Background: an optimization exercise with open tools, aiming at a short achievable clock period and few clock cycles. Do not read the settings as production practice. The RTL was checked by simulation tests, not by an equivalence proof against the original design. Power is estimated from default activity; no workload was simulated.

==> run a: inputs <==
## adc_seq
module adc_seq (
    input  wire        clk,
    input  wire        rst,
    input  wire        cmd_valid,
    input  wire [31:0] cmd_word,
    input  wire [31:0] cmd_addr,
    input  wire [31:0] cmd_a,
    input  wire [31:0] cmd_b,
    output wire        ready,
    output wire        rsp_valid,
    output wire [1:0]  rsp_kind,
    output wire [31:0] rsp_data,
    input  wire        rsp_take,
    output wire        busy,
    output wire        fault,
    output wire [2:0]  fault_cause,
    output wire [31:0] fault_info,
    output wire [15:0] pin_oe,
    output wire [15:0] pin_out,
    output wire        conv_start,
    output wire [4:0]  conv_ch,
    output wire        conv_trusted,
    input  wire        conv_done,
    input  wire [11:0] conv_data
);
clock: 6.0 ns
lec_check: 0
abc_clock_period_in_ps: 300
cap_margin: 20
core_margin: 2
core_utilization: 45
setup_slack_margin: 4.5
slew_margin: 20
synth_hierarchical: 1
standard.sh (not shown) runs the stock make flow with config.mk's settings and CLKGATE_MAP_FILE= SYNTH_SCRIPT=/design/flow/synth_recipe.tcl, a recipe that flattens the netlist after the stock synthesis.
==> flow/flow/run.sh <==
#!/bin/bash
# The standard layout, with the port buffers that ORFS inserts before global
# placement made as sky130_fd_sc_hd__buf_4 rather than the library's smallest
# buffer (a delay cell), which repair_timing then leaves on the input paths.
set -euo pipefail
bash standard.sh finish "BUFFER_PORTS_ARGS=-buffer_cell sky130_fd_sc_hd__buf_4" > make_finish.log 2>&1
==> inputs of run b, as changes to run a <==
==> flow/run.sh (new file) <==
#!/bin/bash
# synth_recipe.tcl (not shown) runs the flow's synth.tcl, then flattens the netlist and writes it again
# the make line also repeats each setting of config.mk as NAME=value (left out here)
make -C /OpenROAD-flow-scripts/flow DESIGN_CONFIG=/design/flow/config.mk WORK_HOME=/design/flow/orfs CLKGATE_MAP_FILE= SYNTH_SCRIPT=/design/flow/synth_recipe.tcl finish
removed: flow/flow/run.sh
removed: flow/standard.sh
==> inputs of run c, as changes to run a <==
--- a/flow/design.v
+++ b/flow/design.v
@@ -102,24 +102,19 @@
     adc_seq_g_nor4 g_y2 (.a(a[21]), .b(a[20]), .c(a[19]), .d(a[18]), .y(y2));
     adc_seq_g_nor4 g_y3 (.a(a[17]), .b(a[16]), .c(a[15]), .d(a[14]), .y(y3));
     adc_seq_g_nor4 g_y4 (.a(a[13]), .b(a[12]), .c(a[11]), .d(a[10]), .y(y4));
     adc_seq_g_nor4 g_y5 (.a(a[9]),  .b(a[8]),  .c(a[7]),  .d(a[6]),  .y(y5));
     adc_seq_g_nor4 g_y6 (.a(a[5]),  .b(a[3]),  .c(a[1]),  .d(a[0]),  .y(y6));
     adc_seq_g_nand4 g_c1 (.a(y0), .b(y1), .c(y2), .d(y3), .y(c1_n));
     adc_seq_g_nand3 g_c2 (.a(y4), .b(y5), .c(y6), .y(c2_n));
-    wire na29, na28, na4, na2, r_c0, r_mo, r_od, r_mod, r_any_n;
-    adc_seq_g_inv g_n29 (.a(a[29]), .y(na29));
+    wire na28, r_any_n, ra_od_n, ra_od_n_inv;
     adc_seq_g_inv g_n28 (.a(a[28]), .y(na28));
-    adc_seq_g_inv g_n4  (.a(a[4]),  .y(na4));
-    adc_seq_g_inv g_n2  (.a(a[2]),  .y(na2));
-    adc_seq_g_and4 g_rc0 (.a(na29),  .b(a[28]), .c(na4),  .d(na2),  .y(r_c0));
-    adc_seq_g_and4 g_rmo (.a(a[29]), .b(na28),  .c(na4),  .d(na2),  .y(r_mo));
-    adc_seq_g_and4 g_rod (.a(a[29]), .b(na28),  .c(a[4]), .d(a[2]), .y(r_od));
-    adc_seq_g_or2  g_rmd (.a(r_mo), .b(r_od), .y(r_mod));
-    adc_seq_g_a21oi g_rany (.a1(out_on), .a2(r_mod), .b1(r_c0), .y(r_any_n));
+    adc_seq_g_nand4 g_rany (.a(a[29]), .b(na28), .c(a[4]), .d(a[2]), .y(ra_od_n));
+    adc_seq_g_inv g_raoi (.a(ra_od_n), .y(ra_od_n_inv));
+    adc_seq_g_nand2 g_rano (.a(ra_od_n_inv), .b(out_on), .y(r_any_n));
     wire f_ar, f_ps, k1, k2;
     adc_seq_g_nor4 g_far (.a(p1_n), .b(p2_n), .c(q_ar_n), .d(rst), .y(f_ar));
     adc_seq_g_nor4 g_fps (.a(p1_n), .b(p3_n), .c(q_ps_n), .d(rst), .y(f_ps));
     adc_seq_g_nor4 g_k1  (.a(p1_n), .b(p4_n), .c(c1_n), .d(c2_n), .y(k1));
     adc_seq_g_nor3 g_k2  (.a(acc_n), .b(r_any_n), .c(rst), .y(k2));
     wire accr, naccr;
     adc_seq_g_nor2 g_accr  (.a(acc_n), .b(rst), .y(accr));
@@ -135,31 +130,21 @@
     adc_seq_g_and2  g_fwd  (.a(k1), .b(k2), .y(fw_d));
     assign fps_d = f_ps;
     adc_seq_g_a2111oi g_slow (.a1(k1), .a2(k2), .b1(f_ps), .c1(f_ar), .d1(naccr), .y(slow_d));
     adc_seq_g_or2   g_wcv  (.a(f_ar), .b(wconv_or), .y(wconv_d));
     adc_seq_g_or2   g_cst  (.a(f_ar), .b(cst_or), .y(cst_d));
     adc_seq_g_or2   g_cbs  (.a(f_ar), .b(cbusy_or), .y(cbusy_d));
     adc_seq_g_and2b g_eoc  (.an(f_ar), .b(eoc_or), .y(eoc_d));
-    wire nw3, nw2, nrst, ra_c0_n, ra_mo_n, ra_od_n, op23_n, op23on_n, acc_r_n;
+    wire nw3, nw2, nrst, op23on_n, acc_r_n, e_od;
     adc_seq_g_inv   g_nw3  (.a(w[3]), .y(nw3));
     adc_seq_g_inv   g_nw2  (.a(w[2]), .y(nw2));
     adc_seq_g_inv   g_nrst (.a(rst), .y(nrst));
-    adc_seq_g_nand4 g_rac0 (.a(na29), .b(a[28]), .c(na4), .d(na2), .y(ra_c0_n));
-    adc_seq_g_nand4 g_ramo (.a(a[29]), .b(na28), .c(na4), .d(na2), .y(ra_mo_n));
-    adc_seq_g_nand4 g_raod (.a(a[29]), .b(na28), .c(a[4]), .d(a[2]), .y(ra_od_n));
-    adc_seq_g_nand3 g_op23 (.a(nw3), .b(nw2), .c(w[1]), .y(op23_n));
     adc_seq_g_nand4 g_op2o (.a(nw3), .b(nw2), .c(w[1]), .d(out_on), .y(op23on_n));
     adc_seq_g_nand3 g_accr3 (.a(rdy), .b(cmd_valid), .c(nrst), .y(acc_r_n));
-    wire e_c0, e_mo, e_od;
-    adc_seq_g_nor3 g_ec0 (.a(ra_c0_n), .b(op23_n),   .c(acc_r_n), .y(e_c0));
-    adc_seq_g_nor3 g_emo (.a(ra_mo_n), .b(op23on_n), .c(acc_r_n), .y(e_mo));
-    adc_seq_g_nor3 g_eod (.a(ra_od_n), .b(op23on_n), .c(acc_r_n), .y(e_od));
-    wire h_oe, h_pin;
-    adc_seq_g_nor3 g_hoe (.a(e_c0), .b(e_mo), .c(rst), .y(h_oe));
-    adc_seq_g_nor4 g_hpn (.a(e_c0), .b(e_mo), .c(e_od), .d(rst), .y(h_pin));
+    adc_seq_g_nor3  g_eod  (.a(ra_od_n), .b(op23on_n), .c(acc_r_n), .y(e_od));
     wire [3:0] pn;
     adc_seq_g_inv g_i4 (.a(w[4]), .y(pn[0]));
     adc_seq_g_inv g_i5 (.a(w[5]), .y(pn[1]));
     adc_seq_g_inv g_i6 (.a(w[6]), .y(pn[2]));
     adc_seq_g_inv g_i7 (.a(w[7]), .y(pn[3]));
     wire w8r;
     adc_seq_g_and2b g_w8r (.an(rst), .b(w[8]), .y(w8r));
@@ -170,47 +155,40 @@
             wire dec;
             adc_seq_g_and4 g_dec (.a(((n / 1) % 2) ? w[4] : pn[0]), .b(((n / 2) % 2) ? w[5] : pn[1]),
                                   .c(((n / 4) % 2) ? w[6] : pn[2]), .d(((n / 8) % 2) ? w[7] : pn[3]), .y(dec));
             adc_seq_g_and3 g_hit (.a(dec), .b(o5), .c(q_ps), .y(hit[n]));
         end
     endgenerate
     adc_seq_wdata u_wdata (
-        .e_c0 (e_c0), .e_mo (e_mo), .e_od (e_od), .hit (hit), .w8r (w8r),
-        .h_oe (h_oe), .h_pin (h_pin),
+        .e_od (e_od), .hit (hit), .w8r (w8r), .rst (rst),
         .mod (w[0]), .da (da), .db (db), .clk0 (clk0), .moder (moder), .odr (odr),
         .out_on (out_on), .oe (oe),
         .oe_or (oe_or), .outr_or (outr_or),
         .oe_d (oe_d), .outr_d (outr_d)
     );
 endmodule
 module adc_seq_wdata (
-    input  wire        e_c0, e_mo, e_od,
-    input  wire        h_oe, h_pin,     
+    input  wire        e_od,
     input  wire [15:0] hit,
     input  wire        w8r,             
+    input  wire        rst,
     input  wire        mod,             
     input  wire [31:0] da, db, clk0, moder, odr,
     input  wire        out_on,
     input  wire [15:0] oe,
     input  wire [15:0] oe_or, outr_or,
     output wire [15:0] oe_d, outr_d
 );
-    wire [31:0] keep = ~db & {32{mod}};
-    wire        wc0  = da[0] | (clk0[0] & keep[0]);
-    wire [31:0] wmo  = da | (moder & keep);
-    wire [15:0] wod  = da[15:0] | (odr[15:0] & keep[15:0]);
+    wire [15:0] wod = da[15:0] | (odr[15:0] & ~db[15:0] & {16{mod}});
+    assign oe_d = oe_or & {16{~rst}};
     genvar n;
     generate
         for (n = 0; n < 16; n = n + 1) begin : g_pin
-            wire oe_mo = out_on & ~wmo[2*n+1] & wmo[2*n];
-            wire oe_c0 = wc0 & ~moder[2*n+1] & moder[2*n];
-            assign oe_d[n]   = (e_mo & oe_mo) | (e_c0 & oe_c0) | (h_oe & oe_or[n]);
-            assign outr_d[n] = (hit[n] & oe[n] & w8r) | (e_od & oe[n] & wod[n]) |
-                               (e_mo & oe_mo & odr[n]) | (e_c0 & oe_c0 & odr[n]) |
-                               (h_pin & ~hit[n] & outr_or[n]);
+            assign outr_d[n] = e_od   ? (oe[n] & wod[n]) :
+                               hit[n] ? (oe[n] & w8r) : (outr_or[n] & ~rst);
         end
     endgenerate
 endmodule
 module adc_seq_g_inv   (input wire a, output wire y); assign y = ~a; endmodule
 module adc_seq_g_and2  (input wire a, b, output wire y); assign y = a & b; endmodule
 module adc_seq_g_and2b (input wire an, b, output wire y); assign y = ~an & b; endmodule
 module adc_seq_g_and3  (input wire a, b, c, output wire y); assign y = a & b & c; endmodule
==> inputs of run d, as changes to run a <==
--- a/flow/design.v
+++ b/flow/design.v
@@ -102,24 +102,19 @@
     adc_seq_g_nor4 g_y2 (.a(a[21]), .b(a[20]), .c(a[19]), .d(a[18]), .y(y2));
     adc_seq_g_nor4 g_y3 (.a(a[17]), .b(a[16]), .c(a[15]), .d(a[14]), .y(y3));
     adc_seq_g_nor4 g_y4 (.a(a[13]), .b(a[12]), .c(a[11]), .d(a[10]), .y(y4));
     adc_seq_g_nor4 g_y5 (.a(a[9]),  .b(a[8]),  .c(a[7]),  .d(a[6]),  .y(y5));
     adc_seq_g_nor4 g_y6 (.a(a[5]),  .b(a[3]),  .c(a[1]),  .d(a[0]),  .y(y6));
     adc_seq_g_nand4 g_c1 (.a(y0), .b(y1), .c(y2), .d(y3), .y(c1_n));
     adc_seq_g_nand3 g_c2 (.a(y4), .b(y5), .c(y6), .y(c2_n));
-    wire na29, na28, na4, na2, r_c0, r_mo, r_od, r_mod, r_any_n;
-    adc_seq_g_inv g_n29 (.a(a[29]), .y(na29));
+    wire na28, r_any_n, ra_od_n, ra_od_n_inv;
     adc_seq_g_inv g_n28 (.a(a[28]), .y(na28));
-    adc_seq_g_inv g_n4  (.a(a[4]),  .y(na4));
-    adc_seq_g_inv g_n2  (.a(a[2]),  .y(na2));
-    adc_seq_g_and4 g_rc0 (.a(na29),  .b(a[28]), .c(na4),  .d(na2),  .y(r_c0));
-    adc_seq_g_and4 g_rmo (.a(a[29]), .b(na28),  .c(na4),  .d(na2),  .y(r_mo));
-    adc_seq_g_and4 g_rod (.a(a[29]), .b(na28),  .c(a[4]), .d(a[2]), .y(r_od));
-    adc_seq_g_or2  g_rmd (.a(r_mo), .b(r_od), .y(r_mod));
-    adc_seq_g_a21oi g_rany (.a1(out_on), .a2(r_mod), .b1(r_c0), .y(r_any_n));
+    adc_seq_g_nand4 g_rany (.a(a[29]), .b(na28), .c(a[4]), .d(a[2]), .y(ra_od_n));
+    adc_seq_g_inv g_raoi (.a(ra_od_n), .y(ra_od_n_inv));
+    adc_seq_g_nand2 g_rano (.a(ra_od_n_inv), .b(out_on), .y(r_any_n));
     wire f_ar, f_ps, k1, k2;
     adc_seq_g_nor4 g_far (.a(p1_n), .b(p2_n), .c(q_ar_n), .d(rst), .y(f_ar));
     adc_seq_g_nor4 g_fps (.a(p1_n), .b(p3_n), .c(q_ps_n), .d(rst), .y(f_ps));
     adc_seq_g_nor4 g_k1  (.a(p1_n), .b(p4_n), .c(c1_n), .d(c2_n), .y(k1));
     adc_seq_g_nor3 g_k2  (.a(acc_n), .b(r_any_n), .c(rst), .y(k2));
     wire accr, naccr;
     adc_seq_g_nor2 g_accr  (.a(acc_n), .b(rst), .y(accr));
@@ -135,31 +130,21 @@
     adc_seq_g_and2  g_fwd  (.a(k1), .b(k2), .y(fw_d));
     assign fps_d = f_ps;
     adc_seq_g_a2111oi g_slow (.a1(k1), .a2(k2), .b1(f_ps), .c1(f_ar), .d1(naccr), .y(slow_d));
     adc_seq_g_or2   g_wcv  (.a(f_ar), .b(wconv_or), .y(wconv_d));
     adc_seq_g_or2   g_cst  (.a(f_ar), .b(cst_or), .y(cst_d));
     adc_seq_g_or2   g_cbs  (.a(f_ar), .b(cbusy_or), .y(cbusy_d));
     adc_seq_g_and2b g_eoc  (.an(f_ar), .b(eoc_or), .y(eoc_d));
-    wire nw3, nw2, nrst, ra_c0_n, ra_mo_n, ra_od_n, op23_n, op23on_n, acc_r_n;
+    wire nw3, nw2, nrst, op23on_n, acc_r_n, e_od;
     adc_seq_g_inv   g_nw3  (.a(w[3]), .y(nw3));
     adc_seq_g_inv   g_nw2  (.a(w[2]), .y(nw2));
     adc_seq_g_inv   g_nrst (.a(rst), .y(nrst));
-    adc_seq_g_nand4 g_rac0 (.a(na29), .b(a[28]), .c(na4), .d(na2), .y(ra_c0_n));
-    adc_seq_g_nand4 g_ramo (.a(a[29]), .b(na28), .c(na4), .d(na2), .y(ra_mo_n));
-    adc_seq_g_nand4 g_raod (.a(a[29]), .b(na28), .c(a[4]), .d(a[2]), .y(ra_od_n));
-    adc_seq_g_nand3 g_op23 (.a(nw3), .b(nw2), .c(w[1]), .y(op23_n));
     adc_seq_g_nand4 g_op2o (.a(nw3), .b(nw2), .c(w[1]), .d(out_on), .y(op23on_n));
     adc_seq_g_nand3 g_accr3 (.a(rdy), .b(cmd_valid), .c(nrst), .y(acc_r_n));
-    wire e_c0, e_mo, e_od;
-    adc_seq_g_nor3 g_ec0 (.a(ra_c0_n), .b(op23_n),   .c(acc_r_n), .y(e_c0));
-    adc_seq_g_nor3 g_emo (.a(ra_mo_n), .b(op23on_n), .c(acc_r_n), .y(e_mo));
-    adc_seq_g_nor3 g_eod (.a(ra_od_n), .b(op23on_n), .c(acc_r_n), .y(e_od));
-    wire h_oe, h_pin;
-    adc_seq_g_nor3 g_hoe (.a(e_c0), .b(e_mo), .c(rst), .y(h_oe));
-    adc_seq_g_nor4 g_hpn (.a(e_c0), .b(e_mo), .c(e_od), .d(rst), .y(h_pin));
+    adc_seq_g_nor3  g_eod  (.a(ra_od_n), .b(op23on_n), .c(acc_r_n), .y(e_od));
     wire [3:0] pn;
     adc_seq_g_inv g_i4 (.a(w[4]), .y(pn[0]));
     adc_seq_g_inv g_i5 (.a(w[5]), .y(pn[1]));
     adc_seq_g_inv g_i6 (.a(w[6]), .y(pn[2]));
     adc_seq_g_inv g_i7 (.a(w[7]), .y(pn[3]));
     wire w8r;
     adc_seq_g_and2b g_w8r (.an(rst), .b(w[8]), .y(w8r));
@@ -170,47 +155,40 @@
             wire dec;
             adc_seq_g_and4 g_dec (.a(((n / 1) % 2) ? w[4] : pn[0]), .b(((n / 2) % 2) ? w[5] : pn[1]),
                                   .c(((n / 4) % 2) ? w[6] : pn[2]), .d(((n / 8) % 2) ? w[7] : pn[3]), .y(dec));
             adc_seq_g_and3 g_hit (.a(dec), .b(o5), .c(q_ps), .y(hit[n]));
         end
     endgenerate
     adc_seq_wdata u_wdata (
-        .e_c0 (e_c0), .e_mo (e_mo), .e_od (e_od), .hit (hit), .w8r (w8r),
-        .h_oe (h_oe), .h_pin (h_pin),
+        .e_od (e_od), .hit (hit), .w8r (w8r), .rst (rst),
         .mod (w[0]), .da (da), .db (db), .clk0 (clk0), .moder (moder), .odr (odr),
         .out_on (out_on), .oe (oe),
         .oe_or (oe_or), .outr_or (outr_or),
         .oe_d (oe_d), .outr_d (outr_d)
     );
 endmodule
 module adc_seq_wdata (
-    input  wire        e_c0, e_mo, e_od,
-    input  wire        h_oe, h_pin,     
+    input  wire        e_od,
     input  wire [15:0] hit,
     input  wire        w8r,             
+    input  wire        rst,
     input  wire        mod,             
     input  wire [31:0] da, db, clk0, moder, odr,
     input  wire        out_on,
     input  wire [15:0] oe,
     input  wire [15:0] oe_or, outr_or,
     output wire [15:0] oe_d, outr_d
 );
-    wire [31:0] keep = ~db & {32{mod}};
-    wire        wc0  = da[0] | (clk0[0] & keep[0]);
-    wire [31:0] wmo  = da | (moder & keep);
-    wire [15:0] wod  = da[15:0] | (odr[15:0] & keep[15:0]);
+    wire [15:0] wod = da[15:0] | (odr[15:0] & ~db[15:0] & {16{mod}});
+    assign oe_d = oe_or & {16{~rst}};
     genvar n;
     generate
         for (n = 0; n < 16; n = n + 1) begin : g_pin
-            wire oe_mo = out_on & ~wmo[2*n+1] & wmo[2*n];
-            wire oe_c0 = wc0 & ~moder[2*n+1] & moder[2*n];
-            assign oe_d[n]   = (e_mo & oe_mo) | (e_c0 & oe_c0) | (h_oe & oe_or[n]);
-            assign outr_d[n] = (hit[n] & oe[n] & w8r) | (e_od & oe[n] & wod[n]) |
-                               (e_mo & oe_mo & odr[n]) | (e_c0 & oe_c0 & odr[n]) |
-                               (h_pin & ~hit[n] & outr_or[n]);
+            assign outr_d[n] = e_od   ? (oe[n] & wod[n]) :
+                               hit[n] ? (oe[n] & w8r) : (outr_or[n] & ~rst);
         end
     endgenerate
 endmodule
 module adc_seq_g_inv   (input wire a, output wire y); assign y = ~a; endmodule
 module adc_seq_g_and2  (input wire a, b, output wire y); assign y = a & b; endmodule
 module adc_seq_g_and2b (input wire an, b, output wire y); assign y = ~an & b; endmodule
 module adc_seq_g_and3  (input wire a, b, c, output wire y); assign y = a & b & c; endmodule
==> flow/run.sh (new file) <==
#!/bin/bash
# synth_recipe.tcl (not shown) runs the flow's synth.tcl, then flattens the netlist and writes it again
# the make line also repeats each setting of config.mk as NAME=value (left out here)
make -C /OpenROAD-flow-scripts/flow DESIGN_CONFIG=/design/flow/config.mk WORK_HOME=/design/flow/orfs CLKGATE_MAP_FILE= SYNTH_SCRIPT=/design/flow/synth_recipe.tcl finish
removed: flow/flow/run.sh
removed: flow/standard.sh
==> run notes <==
Synthesized cell count: run b is larger than run c (4.0%).
Die area is the same in run c and run d.
Sequential power is about the same in run d and run a.
The lowest core utilization belongs to run c, the highest to run d.
Testbench counts of run a, summed over its fixed seeds: cycles 13,954.
Testbench counts of run b, summed over its fixed seeds: cycles 13,954.
Testbench counts of run c, summed over its fixed seeds: cycles 14,043.
Testbench counts of run d, summed over its fixed seeds: cycles 14,043.

[what the ideal ports hide]
Ports are ideal in the flow. The routed layouts listed here were re-timed in OpenROAD. Step 1 assumes that a clkbuf_16 drives the clock port and a buf_2 every other input. Step 2 adds t to the input delays and takes it off the output delays; t is the mean of the earliest and latest rising clock arrival at the registers after step 1. Input paths then give back, and output paths get back, about the clock's delay inside the block. a / b / c = ideal / step 1 / step 2; a / b = the first two.
run	shift t [ns]	slack for setup (ns)	hold slack, ns
run a	0.680	3.596 / 3.576 / 2.896	0.405 / 0.405 / 0.405
run b	0.679	3.639 / 3.609 / 2.930	0.399 / 0.399 / 0.399
run c	0.679	3.611 / 3.611 / 3.155	0.409 / 0.409 / 0.409
run d	0.663	3.518 / 3.518 / 3.079	0.429 / 0.429 / 0.429
After both steps setup and hold are still met in every run listed. The setup slack of run b, which loses most, moves by -0.030 ns with the drivers and by -0.709 ns with both steps.
